This is an optimization exercise on Yosys and OpenROAD, whose aim is small area and a short achievable clock period, not a production implementation.
The RTL was checked by simulation tests, not by an equivalence proof against the original design.
Power and IR drop assume default switching activity.

== run a ==
==> module rxf_early, before the edit <==
module rxf_early (
    input  wire [3:0]  pos,
    input  wire        pay,
    input  wire        fixd,
    input  wire        strm,
    input  wire [15:0] cnt,
    input  wire [31:0] crc,
    input  wire [31:0] rcrc,
    input  wire [7:0]  rtype,
    input  wire [7:0]  rvar,
    input  wire        lq_valid,
    input  wire [7:0]  lq_idx,
    input  wire [3:0]  mode,
    input  wire        ka_flag,
    output wire        seek,         
    output wire        hdr,          
    output wire        hend,         
    output wire        hp_crc_ok,    
    output wire        hp0,          
    output wire        hp1,          
    output wire        hp_size,      
    output wire        hp_sig,       
    output wire [7:0]  ipos1h,       
    output wire [3:0]  pos_inc,
    output wire [15:0] sk0s,         
    output wire [15:0] sk1s,         
    output wire [15:0] cnt_dec,
    output wire        size_zero,
    output wire        plast,        
    output wire [7:0]  cmp_byte,     
    output wire [23:0] ck_tab,       
    output wire        e_fill,       
    output wire        e_mac,        
    output wire        e_dev,        
    output wire        e_cnt,        
    output wire        e_link_pkt,   
    output wire        e_link_ka,    
    output wire        e_chk_pay,    
    output wire        e_chk_ka,     
    output wire        e_oos,        
    output wire        e_evt_hdr,    
    output wire [2:0]  e_code,       
    output wire        e_pstart,     
    output wire        e_strm,       
    output wire        e_fix_next,
    output wire        e_pay_next,
    output wire        m_is1,        
    output wire        m_is23,       
    output wire        v_nz,         
    output wire [3:0]  m_dev         
);
    localparam [7:0] T_DEVICE_INFO   = 8'h00;
    localparam [7:0] T_PACKET        = 8'h02;
    localparam [7:0] T_SCAN_AP_COUNT = 8'h06;
    localparam [7:0] T_SCAN_AP_INFO  = 8'h07;
    localparam [7:0] T_INVALID       = 8'h08;
    localparam [7:0] SUPPORTED_VERSION = 8'h0B;
    localparam [2:0] E_CRC_MISMATCH   = 3'd1;
    localparam [2:0] E_OUT_OF_SYNC    = 3'd2;
    localparam [2:0] E_LENGTH_ERROR   = 3'd3;
    localparam [2:0] E_UNKNOWN_TYPE   = 3'd4;
    localparam [2:0] E_PROTOCOL_ERROR = 3'd5;
    assign seek = ~pay & ~pos[3];
    assign hdr  = ~pay &  pos[3];
    assign hend = hdr & (pos[2:0] == 3'd7);
    assign hp_crc_ok = pay | (hdr & ~pos[2]);
    assign hp0     = hdr & (pos[2:0] == 3'd0);
    assign hp1     = hdr & (pos[2:0] == 3'd1);
    assign hp_size = hdr & (pos[2:1] == 2'b01);
    assign hp_sig  = hdr & pos[2];
    genvar g;
    generate
        for (g = 0; g < 8; g = g + 1) begin : g_ipos
            assign ipos1h[g] = (pos[2:0] == g);
        end
    endgenerate
    assign pos_inc = pos + 4'd1;
    wire [16:0] sk0 = {1'b0, cnt} + {14'd0, pos[2:0]};
    wire [16:0] sk1 = {1'b0, cnt} + {14'd0, pos[2:0]} + 17'd1;
    assign sk0s = sk0[16] ? 16'hFFFF : sk0[15:0];
    assign sk1s = sk1[16] ? 16'hFFFF : sk1[15:0];
    assign cnt_dec = cnt - 16'd1;
    assign size_zero = (cnt == 16'd0);
    assign plast     = (cnt == 16'd1);
    function [31:0] rxf_tab;
        input [7:0] i;
        integer k;
        begin
            rxf_tab = {24'd0, i};
            for (k = 0; k < 8; k = k + 1)
                rxf_tab = rxf_tab[0] ? ((rxf_tab >> 1) ^ 32'hEDB88320) : (rxf_tab >> 1);
        end
    endfunction
    wire [31:0] tab_i = rxf_tab(rcrc[31:24]);
    assign ck_tab = tab_i[23:0];
    wire ck_rest = (crc[31:8] == rcrc[23:0]);
    reg [7:0] ka_byte;
    always @* begin
        case (pos[1:0])
            2'd0: ka_byte = ~crc[31:24];
            2'd1: ka_byte = ~crc[23:16];
            2'd2: ka_byte = ~crc[15:8];
            default: ka_byte = ~crc[7:0];
        endcase
    end
    assign cmp_byte = pay ? (rcrc[31:24] ^ crc[7:0]) : ka_byte;
    wire t_dev  = (rtype == T_DEVICE_INFO);
    wire t_pkt  = (rtype == T_PACKET);
    wire t_cnt  = (rtype == T_SCAN_AP_COUNT);
    wire t_info = (rtype == T_SCAN_AP_INFO);
    wire t_inv  = (rtype == T_INVALID);
    wire t_fix  = t_dev | t_cnt | t_info;
    wire len_ok = (t_dev  & (cnt == 16'd6)) |
                  (t_cnt  & (cnt == 16'd1)) |
                  (t_info & (cnt == 16'd16));
    wire ver_ok = (rvar == SUPPORTED_VERSION);
    assign v_nz = (rvar != 8'd0);
    wire fix_last = pay & fixd & plast;
    wire pkt_last = pay & strm & plast;
    wire ka_end   = hend & t_pkt & size_zero;
    assign e_fill     = fix_last & ck_rest & t_info & lq_valid & (rvar == lq_idx);
    assign e_mac      = fix_last & ck_rest & t_dev & ver_ok;
    assign e_dev      = fix_last & ck_rest & t_dev;
    assign e_cnt      = fix_last & ck_rest & t_cnt;
    assign e_link_pkt = pkt_last & ck_rest;
    assign e_link_ka  = ka_end & ka_flag;
    assign e_chk_pay = pay & (fixd | strm) & plast & ck_rest;
    assign e_chk_ka  = ka_end & ka_flag;
    assign e_oos     = seek & (pos[2:0] == 3'd7) & ~size_zero;
    assign e_evt_hdr = (hend & (t_inv | (t_fix & ~len_ok) | ~(t_pkt | t_fix))) |
                       (ka_end & ~ka_flag) |
                       (pay & (fixd | strm) & plast & ~ck_rest);
    assign e_code = seek  ? E_OUT_OF_SYNC :
                    ~hend ? E_CRC_MISMATCH :
                    t_inv ? E_PROTOCOL_ERROR :
                    t_pkt ? E_CRC_MISMATCH :
                    t_fix ? E_LENGTH_ERROR : E_UNKNOWN_TYPE;
    assign e_pstart   = hend & t_pkt & ~size_zero;
    assign e_strm     = pay ? strm : t_pkt;
    assign e_fix_next = t_fix & len_ok;
    assign e_pay_next = ~size_zero;
    assign m_is1  = (mode == 4'd1);
    assign m_is23 = (mode == 4'd2) | (mode == 4'd3);
    assign m_dev  = ver_ok ? 4'd2 : 4'd6;
endmodule
==> flow/config.mk <==
export PLATFORM = sky130hd
export DESIGN_NAME = intron_rx_framer
export DESIGN_NICKNAME = intron_rx_framer
export VERILOG_FILES = /design/flow/design.v
export SDC_FILE = /design/flow/constraint.sdc
export NUM_CORES = 4
export LEC_CHECK = 0
export CAP_MARGIN = 20
export CORE_MARGIN = 2
export CORE_UTILIZATION = 50
export CTS_BUF_LIST = sky130_fd_sc_hd__clkbuf_16
export CTS_CLUSTER_DIAMETER = 60
export CTS_CLUSTER_SIZE = 25
export PLACE_DENSITY = 0.65
export SETUP_SLACK_MARGIN = 5
export SLEW_MARGIN = 20
export SYNTH_HIERARCHICAL = 1
export SYNTH_MINIMUM_KEEP_SIZE = 0
==> flow/constraint.sdc <==
create_clock -name core_clock -period 8.0 [get_ports {clk}]
set_input_delay 1.6000 -clock core_clock [delete_from_list [all_inputs] [get_ports {clk}]]
set_output_delay 1.6000 -clock core_clock [all_outputs]
set_load 0.01 [all_outputs]
standard.sh (not shown) runs the stock make flow with config.mk's settings and CLKGATE_MAP_FILE= SYNTH_SCRIPT=/design/flow/synth_recipe.tcl, a recipe that flattens the netlist after the stock synthesis.
==> flow/flow/run.sh <==
#!/bin/bash
# Standard layout, with the smallest buffer on every port.
set -euo pipefail
bash standard.sh "BUFFER_PORTS_ARGS=-buffer_cell sky130_fd_sc_hd__buf_1" finish > standard.log 2>&1
Having completed the whole flow, run a delivered a layout that passed the timing, design-rule and antenna checks.
> inputs changed (run a -> run b)
diff --git a/flow/design.v b/flow/design.v
--- a/flow/design.v
+++ b/flow/design.v
@@ -338,16 +338,20 @@
     generate
         for (g = 0; g < 8; g = g + 1) begin : g_ipos
             assign ipos1h[g] = (pos[2:0] == g);
         end
     endgenerate
     assign pos_inc = pos + 4'd1;
-    wire [16:0] sk0 = {1'b0, cnt} + {14'd0, pos[2:0]};
-    wire [16:0] sk1 = {1'b0, cnt} + {14'd0, pos[2:0]} + 17'd1;
-    assign sk0s = sk0[16] ? 16'hFFFF : sk0[15:0];
-    assign sk1s = sk1[16] ? 16'hFFFF : sk1[15:0];
+    wire [3:0]  lo0    = {1'b0, cnt[2:0]} + {1'b0, pos[2:0]};
+    wire [3:0]  lo1    = {1'b0, cnt[2:0]} + {1'b0, pos[2:0]} + 4'd1;
+    wire [12:0] hi_inc = cnt[15:3] + 13'd1;
+    wire        hi_max = &cnt[15:3];
+    assign sk0s = ~lo0[3] ? {cnt[15:3], lo0[2:0]} :
+                  hi_max  ? 16'hFFFF : {hi_inc, lo0[2:0]};
+    assign sk1s = ~lo1[3] ? {cnt[15:3], lo1[2:0]} :
+                  hi_max  ? 16'hFFFF : {hi_inc, lo1[2:0]};
     assign cnt_dec = cnt - 16'd1;
     assign size_zero = (cnt == 16'd0);
     assign plast     = (cnt == 16'd1);
     function [31:0] rxf_tab;
         input [7:0] i;
         integer k;
Findings:
Time the worst path needs with I/O delays and setup: run a vs run b — no meaningful difference
Number of distinct library cell variants in the gate-level netlist after synthesis was lower in run a than in run b.
Comparing run a and run b, share of total power in the clock network is higher on run a.
The final reports for run b and run a show layout-stage area growth over the synthesis result higher in the former.
Between run b and run a, it is run b whose total power is higher, by 1.9%.
Delta (run b minus run a): critical path depth decreased 5; setup slack of the critical path after layout shows no meaningful change.
Synthesized cell count across run a and run b: no real change.
[run b vs run a] flip-flop and latch share of the layout cell area: lower in run b
Diff run a -> run b | via count of the first global-routing pass | increase of about 1.2%
[run b vs run a] global-route track usage on met2: higher in run b
Compared run b vs run a, and detailed-placement wirelength estimate is up in run b.
Pin count of the biggest net entering global routing shrinks by a few percent when moving from run a to run b.
Post-synthesis share of cell area spent on full adders, half adders and majority gates of run b is on par with run a.

==> separate check: timing with driven ports <==
How much do the figures lean on ideal ports? The routed layouts below were timed once more, with nothing changed but the port constraints.
Step 1 (the two cells are an assumption about what drives the block):
set clk [get_ports {clk}]
set_driving_cell -lib_cell sky130_fd_sc_hd__clkbuf_16 $clk
set_driving_cell -lib_cell sky130_fd_sc_hd__buf_2 [delete_from_list [all_inputs] $clk]
Step 2 also shifts input and output timing later by t, the mid clock arrival at the registers, as if the neighbouring blocks saw the same clock.
Slacks: ideal ports / drivers / drivers and shift; pairs: ideal ports / drivers.
| run | t, ns | slack for setup (ns) | latest minus earliest clock arrival (ns) |
|---|---|---|---|
| run a | 0.637 | 4.881 / 4.881 / 4.405 | 0.025 / 0.025 |
| run b | 0.645 | 4.879 / 4.883 / 4.238 | 0.026 / 0.026 |
After both steps every run listed still meets setup and hold. For run b, which loses most, drivers alone change the setup slack by +0.004 ns; drivers and shift together by -0.641 ns.
